Source: an optimization exercise on an open RTL-to-GDS flow (aim: small area and a short achievable clock period). Production flows keep margins and buffers that such runs may drop. The RTL was checked by simulation tests, not by an equivalence proof against the original design.

==> 05-01: inputs <==
Design fpcore, start of the top module:
module fpcore (
    input  wire        clk,
    input  wire [2:0]  op,       
    input  wire        fmt,      
    input  wire [1:0]  rm,       
    input  wire [31:0] a,
    input  wire [31:0] b,
    output reg  [31:0] res,
    output reg         inv
);
==> module fp_div_end, before the edit <==
module fp_div_end (
    input  wire [26:0] ws,
    input  wire [26:0] wc,
    input  wire [27:0] qp,
    input  wire [27:0] qn,
    output wire [25:0] tq,
    output wire        dst
);
    reg  [25:0] g, p;
    reg         wneg;
    integer     i, l;
    always @* begin
        g = ws[25:0] & wc[25:0];
        p = ws[25:0] ^ wc[25:0];
        for (l = 1; l < 26; l = l * 2)
            for (i = 25; i >= l; i = i - 1) begin
                g[i] = g[i] | (p[i] & g[i-l]);
                p[i] = p[i] & p[i-l];
            end
        wneg = ws[26] ^ wc[26] ^ g[25];
    end
    wire        wzero = ((ws ^ wc) == {(ws[25:0] | wc[25:0]), 1'b0});
    wire [27:0] f0    = qp - qn;
    wire [27:0] f1    = qp + ~qn;
    wire [27:0] f     = wneg ? f1 : f0;
    assign tq  = f[26:1];
    assign dst = f[0] | ~wzero;
endmodule
Settings: LEC_CHECK=0, CAP_MARGIN=20, CORE_MARGIN=2, CORE_UTILIZATION=40, SLEW_MARGIN=20; clock period 100.0 ns.
run.sh (not shown) runs the stock make flow with config.mk's settings and CLKGATE_MAP_FILE= SYNTH_SCRIPT=/design/flow/synth_recipe.tcl, a recipe that flattens the netlist after the stock synthesis.
==> inputs of 08-09, as changes to 05-01 <==
--- a/flow/design.v
+++ b/flow/design.v
@@ -343,13 +343,12 @@
                 p[i] = p[i] & p[i-l];
             end
         wneg = ws[26] ^ wc[26] ^ g[25];
     end
     wire        wzero = ((ws ^ wc) == {(ws[25:0] | wc[25:0]), 1'b0});
-    wire [27:0] f0    = qp - qn;
-    wire [27:0] f1    = qp + ~qn;
-    wire [27:0] f     = wneg ? f1 : f0;
+    wire [28:0] fs    = {qp, 1'b1} + {~qn, ~wneg};
+    wire [27:0] f     = fs[28:1];
     assign tq  = f[26:1];
     assign dst = f[0] | ~wzero;
 endmodule
 module fp_mul24 (
     input  wire [23:0] a,
CAP_MARGIN = 50   (was 20)
PLACE_DENSITY = 0.8   (was not set)
SLEW_MARGIN = 70   (was 20)
==> inputs of 10-07, as changes to 05-01 <==
--- a/flow/design.v
+++ b/flow/design.v
@@ -343,13 +343,12 @@
                 p[i] = p[i] & p[i-l];
             end
         wneg = ws[26] ^ wc[26] ^ g[25];
     end
     wire        wzero = ((ws ^ wc) == {(ws[25:0] | wc[25:0]), 1'b0});
-    wire [27:0] f0    = qp - qn;
-    wire [27:0] f1    = qp + ~qn;
-    wire [27:0] f     = wneg ? f1 : f0;
+    wire [28:0] fs    = {qp, 1'b1} + {~qn, ~wneg};
+    wire [27:0] f     = fs[28:1];
     assign tq  = f[26:1];
     assign dst = f[0] | ~wzero;
 endmodule
 module fp_mul24 (
     input  wire [23:0] a,
CAP_MARGIN = 40   (was 20)
PLACE_DENSITY = 0.8   (was not set)
SLEW_MARGIN = 60   (was 20)
==> inputs of 12-22, as changes to 05-01 <==
--- a/flow/design.v
+++ b/flow/design.v
@@ -16,26 +16,22 @@
     wire        tzero = (t == 23'd0);
     assign s    = (fmt ? w[31] : w[15]) ^ flip;
     assign zero = fzero & tzero;
     assign inf  = fmax & tzero;
     assign nan  = fmax & ~tzero;
-    reg [4:0]  k;
-    reg [31:0] v;
+    integer i;
+    reg [4:0] k;                     
     always @* begin
-        v = {t, 9'd0};
         k = 5'd0;
-        if (v[31:16] == 16'd0) begin k[4] = 1'b1; v = {v[15:0], 16'd0}; end
-        if (v[31:24] == 8'd0)  begin k[3] = 1'b1; v = {v[23:0], 8'd0};  end
-        if (v[31:28] == 4'd0)  begin k[2] = 1'b1; v = {v[27:0], 4'd0};  end
-        if (v[31:30] == 2'd0)  begin k[1] = 1'b1; v = {v[29:0], 2'd0};  end
-        if (v[31] == 1'b0)     begin k[0] = 1'b1; v = {v[30:0], 1'b0};  end
+        for (i = 0; i < 23; i = i + 1)
+            if (t[i]) k = 22 - i;
         if (!fzero) begin
             x   = $signed({2'b00, f});
             sig = {1'b1, t};
         end else begin
             x   = -$signed({5'd0, k});
-            sig = v[31:8];
+            sig = {t, 1'b0} << k;
         end
     end
 endmodule
 module fp_finish (
     input  wire              fmt,
@@ -139,12 +135,11 @@
     localparam [2:0] OP_PASS = 3'd0, OP_MUL = 3'd1, OP_ADD = 3'd2, OP_SUB = 3'd3, OP_DIV = 3'd4;
     localparam [1:0] RDN = 2'd3;
     localparam [1:0] C_NAN = 2'd0, C_INF = 2'd1, C_ZERO = 2'd2, C_RAW = 2'd3;
     wire sx = sa ^ sb;
     wire signed [9:0] bias = fmt ? 10'sd127 : 10'sd15;
-    wire [47:0]       prod;
-    fp_mul24 u_mul (.a(ma), .b(mb), .p(prod));
+    wire [47:0]       prod  = ma * mb;
     wire signed [9:0] mul_x = xa + xb - bias;
     wire signed [9:0] mul_be = prod[47] ? mul_x + 10'sd1 : mul_x;
     wire [23:0]       mul_m  = prod[47] ? prod[47:24] : prod[46:23];
     wire              mul_h  = prod[47] ? prod[23] : prod[22];
     wire              mul_st = prod[47] ? (|prod[22:0]) : (|prod[21:0]);
@@ -159,32 +154,26 @@
     wire              eff_sub  = sa ^ sb;
     reg  [4:0]        dsat;
     reg  [50:0]       ext;
     reg  [26:0]       al;           
     reg  [27:0]       sum;
-    reg  [28:0]       sum1;
     reg  [4:0]        z;
     reg  [27:0]       nrm;
-    reg  [31:0]       nv;
     reg  signed [9:0] add_be;
     reg  [23:0]       add_m;
     reg               add_h, add_st;
     integer           i;
     always @* begin
         dsat = (dexp > 10'd26) ? 5'd26 : dexp[4:0];
         ext  = {m_sml, 27'd0} >> dsat;
         al   = {ext[50:25], |ext[24:0]};
-        sum1 = {1'b0, m_big, 3'b000, 1'b1} + {eff_sub, al ^ {27{eff_sub}}, eff_sub};
-        sum  = sum1[28:1];
-        nv = {sum[26:0], 5'd0};
-        z  = 5'd0;
-        if (nv[31:16] == 16'd0) begin z[4] = 1'b1; nv = {nv[15:0], 16'd0}; end
-        if (nv[31:24] == 8'd0)  begin z[3] = 1'b1; nv = {nv[23:0], 8'd0};  end
-        if (nv[31:28] == 4'd0)  begin z[2] = 1'b1; nv = {nv[27:0], 4'd0};  end
-        if (nv[31:30] == 2'd0)  begin z[1] = 1'b1; nv = {nv[29:0], 2'd0};  end
-        if (nv[31] == 1'b0)     begin z[0] = 1'b1; nv = {nv[30:0], 1'b0};  end
-        nrm = {1'b0, nv[31:5]};
+        sum  = eff_sub ? ({1'b0, m_big, 3'b000} - {1'b0, al})
+                       : ({1'b0, m_big, 3'b000} + {1'b0, al});
+        z = 5'd0;
+        for (i = 0; i < 27; i = i + 1)
+            if (sum[i]) z = 26 - i;
+        nrm = sum << z;
         if (sum[27]) begin
             add_be = x_big + 10'sd1;
             add_m  = sum[27:4];
             add_h  = sum[3];
             add_st = |sum[2:0];
@@ -254,24 +243,20 @@
             end
         endcase
     end
 endmodule
 module fp_div_rows #(
-    parameter J0   = 0,
-    parameter N    = 14,
-    parameter HEAD = 0,
-    parameter TAIL = 0
+    parameter J0 = 0,
+    parameter N  = 14
 ) (
     input  wire [26:0] si,
     input  wire [26:0] ci,
     input  wire [23:0] mb,
-    input  wire [3:0]  gin,
     output reg  [26:0] so,
     output reg  [26:0] co,
     output reg  [27:0] qp,
-    output reg  [27:0] qn,
-    output reg  [3:0]  gout
+    output reg  [27:0] qn
 );
     wire [26:0] d1 = {1'b0, mb, 2'b00};
     wire [26:0] d2 = {mb, 3'b000};
     reg  [26:0] s4, c4, m, ad;
     reg  signed [6:0] y, m2, m1, m0, mm;
@@ -290,21 +275,16 @@
         endcase
         so = si;
         co = ci;
         qp = 28'd0;
         qn = 28'd0;
-        gout = 4'd0;
         for (j = J0; j < J0 + N; j = j + 1) begin
-            if (HEAD && j == J0) begin
-                {ge2, ge1, ge0, gem} = gin;
-            end else begin
-                y   = so[26:20] + co[26:20];
-                ge2 = (y >= m2);
-                ge1 = (y >= m1);
-                ge0 = (y >= m0);
-                gem = (y >= mm);
-            end
+            y   = so[26:20] + co[26:20];
+            ge2 = (y >= m2);
+            ge1 = (y >= m1);
+            ge0 = (y >= m0);
+            gem = (y >= mm);
             two = ge2 | ~gem;
             one = (ge1 & ~ge2) | (gem & ~ge0);
             pos = ge1;
             qp[27-2*j] = ge2;
             qp[26-2*j] = one & ge1;
@@ -315,14 +295,10 @@
             m  = ({27{one}} & d1) | ({27{two}} & d2);
             ad = m ^ {27{pos}};
             so = s4 ^ c4 ^ ad;
             co = {((s4[25:0] & c4[25:0]) | (s4[25:0] & ad[25:0]) | (c4[25:0] & ad[25:0])), pos};
         end
-        if (TAIL) begin
-            y    = so[26:20] + co[26:20];
-            gout = {(y >= m2), (y >= m1), (y >= m0), (y >= mm)};
-        end
     end
 endmodule
 module fp_div_end (
     input  wire [26:0] ws,
     input  wire [26:0] wc,
@@ -349,45 +325,10 @@
     wire [27:0] f1    = qp + ~qn;
     wire [27:0] f     = wneg ? f1 : f0;
     assign tq  = f[26:1];
     assign dst = f[0] | ~wzero;
 endmodule
-module fp_mul24 (
-    input  wire [23:0] a,
-    input  wire [23:0] b,
-    output wire [47:0] p
-);
-    wire [26:0] bx = {2'b00, b, 1'b0};
-    reg  [47:0] acc;
-    reg  [47:0] rows [0:12];
-    reg  [12:0] negs;
-    reg  [24:0] mg, px;
-    reg         one, two, neg;
-    integer     k;
-    always @* begin
-        for (k = 0; k < 13; k = k + 1) begin
-            one = bx[2*k+1] ^ bx[2*k];
-            two = (bx[2*k+2] & ~bx[2*k+1] & ~bx[2*k]) | (~bx[2*k+2] & bx[2*k+1] & bx[2*k]);
-            neg = bx[2*k+2] & ~(bx[2*k+1] & bx[2*k]);
-            mg  = ({25{one}} & {1'b0, a}) | ({25{two}} & {a, 1'b0});
-            px  = mg ^ {25{neg}};
-            rows[k] = {22'd0, ~neg, px} << (2*k);
-            negs[k] = neg;
-        end
-    end
-    wire [47:0] negv;
-    genvar g;
-    generate for (g = 0; g < 13; g = g + 1) begin : nv
-        assign negv[2*g] = negs[g];
-        assign negv[2*g+1] = 1'b0;
-    end endgenerate
-    assign negv[47:26] = 22'd0;
-    wire [47:0] corr;
-    assign corr = -(48'd33554432 * 48'd22369621);
-    assign p = rows[0] + rows[1] + rows[2] + rows[3] + rows[4] + rows[5] + rows[6]
-             + rows[7] + rows[8] + rows[9] + rows[10] + rows[11] + rows[12] + negv + corr;
-endmodule
 module fpcore (
     input  wire        clk,
     input  wire [2:0]  op,       
     input  wire        fmt,      
     input  wire [1:0]  rm,       
@@ -401,28 +342,25 @@
     wire [23:0]       ma_d, mb_d;
     fp_unpack u_a (.fmt(fmt), .w(a), .flip(1'b0), .s(sa_d), .zero(az_d),
                    .inf(ai_d), .nan(an_d), .x(xa_d), .sig(ma_d));
     fp_unpack u_b (.fmt(fmt), .w(b), .flip(op == 3'd3), .s(sb_d), .zero(bz_d),
                    .inf(bi_d), .nan(bn_d), .x(xb_d), .sig(mb_d));
-    localparam integer K1 = 3;
-    localparam integer K2 = 10;
+    localparam integer K1 = 4;    
+    localparam integer K2 = 9;    
     wire [26:0]       ws_d, wc_d;
     wire [27:0]       qp_d, qn_d;
-    wire [3:0]        g_d;
-    fp_div_rows #(.J0(0), .N(K1), .TAIL(1)) u_div1 (
-        .si({3'b000, ma_d}), .ci(27'd0), .mb(mb_d), .gin(4'd0),
-        .so(ws_d), .co(wc_d), .qp(qp_d), .qn(qn_d), .gout(g_d)
+    fp_div_rows #(.J0(0), .N(K1)) u_div1 (
+        .si({3'b000, ma_d}), .ci(27'd0), .mb(mb_d),
+        .so(ws_d), .co(wc_d), .qp(qp_d), .qn(qn_d)
     );
     reg [26:0]        ws_q, wc_q;
     reg [2*K1-1:0]    qp_q, qn_q;
-    reg [3:0]         g_q;
     always @(posedge clk) begin
         ws_q <= ws_d;
         wc_q <= wc_d;
         qp_q <= qp_d[27:28-2*K1];
         qn_q <= qn_d[27:28-2*K1];
-        g_q  <= g_d;
     end
     reg [2:0]         op_q;
     reg               fmt_q;
     reg [1:0]         rm_q;
     reg               sa_q, az_q, ai_q, an_q, sb_q, bz_q, bi_q, bn_q;
@@ -441,13 +379,13 @@
     wire [1:0]        cls_d;
     wire signed [9:0] be_d;
     wire [23:0]       m_d;
     wire [26:0]       ws_m, wc_m;
     wire [27:0]       qp_m, qn_m;
-    fp_div_rows #(.J0(K1), .N(K2), .HEAD(1)) u_div2 (
-        .si(ws_q), .ci(wc_q), .mb(mb_q), .gin(g_q),
-        .so(ws_m), .co(wc_m), .qp(qp_m), .qn(qn_m), .gout()
+    fp_div_rows #(.J0(K1), .N(K2)) u_div2 (
+        .si(ws_q), .ci(wc_q), .mb(mb_q),
+        .so(ws_m), .co(wc_m), .qp(qp_m), .qn(qn_m)
     );
     fp_fmt u_ar (
         .op(op_q), .fmt(fmt_q), .rm(rm_q),
         .sa(sa_q), .a_zero(az_q), .a_inf(ai_q), .a_nan(an_q), .xa(xa_q), .ma(ma_q),
         .sb(sb_q), .b_zero(bz_q), .b_inf(bi_q), .b_nan(bn_q), .xb(xb_q), .mb(mb_q),
@@ -480,12 +418,12 @@
     wire [26:0]       ws_e, wc_e;
     wire [27:0]       qp_e, qn_e;
     wire [25:0]       tq;
     wire              dst;
     fp_div_rows #(.J0(K1+K2), .N(14-K1-K2)) u_div3 (
-        .si(ws_r), .ci(wc_r), .mb(m_r), .gin(4'd0),
-        .so(ws_e), .co(wc_e), .qp(qp_e), .qn(qn_e), .gout()
+        .si(ws_r), .ci(wc_r), .mb(m_r),
+        .so(ws_e), .co(wc_e), .qp(qp_e), .qn(qn_e)
     );
     fp_div_end u_dend (
         .ws(ws_e), .wc(wc_e),
         .qp({qp_r, qp_e[27-2*(K1+K2):0]}), .qn({qn_r, qn_e[27-2*(K1+K2):0]}),
         .tq(tq), .dst(dst)
CORE_UTILIZATION = 55   (was 40)
GPL_TIMING_DRIVEN = 1   (was not set)
PLACE_DENSITY = 0.65   (was not set)
==> notes.md <==
- Routed wire length, highest first: 05-01, 12-22, 08-09, 10-07.
- Clock skew, lowest first: 05-01, 08-09, 10-07, 12-22.
- Clock-buffer cell count: 12-22 is higher than 05-01 (3).
- Critical path depth, highest first: 05-01, 12-22, 08-09, 10-07.
- Fmax, highest first: 08-09, 10-07, 12-22, 05-01.
- The lowest cell count belongs to 12-22, the highest to 08-09.
- The lowest non-clock buffer count belongs to 12-22, the highest to 08-09.
- Global-route usage: 12-22 > 05-01 > 08-09 > 10-07.
- Sequential share of layout area is about the same in 08-09 and 12-22.
- Hold slack, lowest first: 12-22, 08-09, 05-01, 10-07.
- 10-07 passed the timing, design-rule and antenna checks. 08-09 completed with no timing, DRC or antenna violations. 12-22 finished clean. 05-01 produced a clean layout.
==> figures <==
Outcome: 10-07 finished clean; 12-22 finished clean; 08-09 finished clean; 05-01 finished clean
Die H: 10-07 416.2 µm; 12-22 366.8 µm; 08-09 416.2 µm; 05-01 416.1 µm
DRC marker count from the first detailed-route iteration: 10-07 9,076; 12-22 7,703; 08-09 9,266; 05-01 7,375
Met2 wire len: 10-07 110,200 µm; 12-22 111,900 µm; 08-09 110,600 µm; 05-01 118,200 µm
Total placed instance area: 10-07 0.07174 mm²; 12-22 0.07507 mm²; 08-09 0.07335 mm²; 05-01 0.07109 mm²
Tap Count: 10-07 2,218; 12-22 1,755; 08-09 2,218; 05-01 2,218
Worst reg2reg path depth: 10-07 158; 12-22 145; 08-09 163; 05-01 138
Antenna fix cells: 10-07 11; 12-22 4; 08-09 1; 05-01 5
Max-slew headroom: 10-07 55.80%; 12-22 11.01%; 08-09 65.42%; 05-01 20.33%
Post-synthesis instance total: 10-07 8,628; 12-22 8,981; 08-09 8,628; 05-01 8,583
Distinct cells, synth: 10-07 107; 12-22 122; 08-09 107; 05-01 127
Cell area after layout: 10-07 0.07324 mm²; 12-22 0.07646 mm²; 08-09 0.07560 mm²; 05-01 0.07254 mm²
Fmax: 10-07 0.02584 GHz; 12-22 0.02440 GHz; 08-09 0.02630 GHz; 05-01 0.02399 GHz
Hold Crit Endpoint: 10-07 qp_r[24]; 12-22 qp_r[24]; 08-09 qp_r[24]; 05-01 qp_r[20]
Horiz. Die Dim: 10-07 416.2 µm; 12-22 366.8 µm; 08-09 416.2 µm; 05-01 416.1 µm
Share of post-route cells with drive strength above 1: 10-07 7.308%; 12-22 5.358%; 08-09 10.59%; 05-01 5.764%
Data-path buffer share of cell area in the final layout: 10-07 3.461%; 12-22 3.024%; 08-09 4.153%; 05-01 3.391%
Capturing instance or port of the critical path: 10-07 g_q[0]; 12-22 res[23]; 08-09 g_q[0]; 05-01 ws_r[20]
Relative area change from synthesis to final layout: 10-07 7.748%; 12-22 5.606%; 08-09 11.22%; 05-01 6.770%
Post-placement setup slack: 10-07 60.91 ns; 12-22 59.97 ns; 08-09 61.62 ns; 05-01 58.23 ns
Source of the worst hold timing path: 10-07 qp_q[4]; 12-22 qp_q[6]; 08-09 qp_q[4]; 05-01 qp_q[0]

==> separate check: timing with driven ports <==
The flow's constraints put no driver on any port. The routed layouts listed below were extracted and timed again, unchanged, in two steps.
Step 1 assumes that a clkbuf_16 drives the clock port and a buf_2 every other input.
Step 2 also shifts input and output timing later by t, the mid clock arrival at the registers, as if the neighbouring blocks saw the same clock.
a / b / c = no drivers / after step 1 / after step 2; a / b = the first two.
| run | t (ns) | setup WS [ns] | worst setup path at the end | worst slew at a driven data input, ns |
|---|---|---|---|---|
| 05-01 | 0.680 | 58.323 / 58.323 / 58.323 | register to register | 0.04 |
| 08-09 | 0.635 | 61.975 / 61.994 / 61.386 | input to register | 0.05 |
| 10-07 | 0.622 | 61.308 / 61.348 / 60.726 | input to register | 0.05 |
| 12-22 | 0.682 | 59.020 / 58.949 / 59.631 | register to output | 0.13 |
After both steps every run listed still meets setup and hold. For 08-09, which loses most, drivers alone change the setup slack by +0.019 ns; drivers and shift together by -0.589 ns.
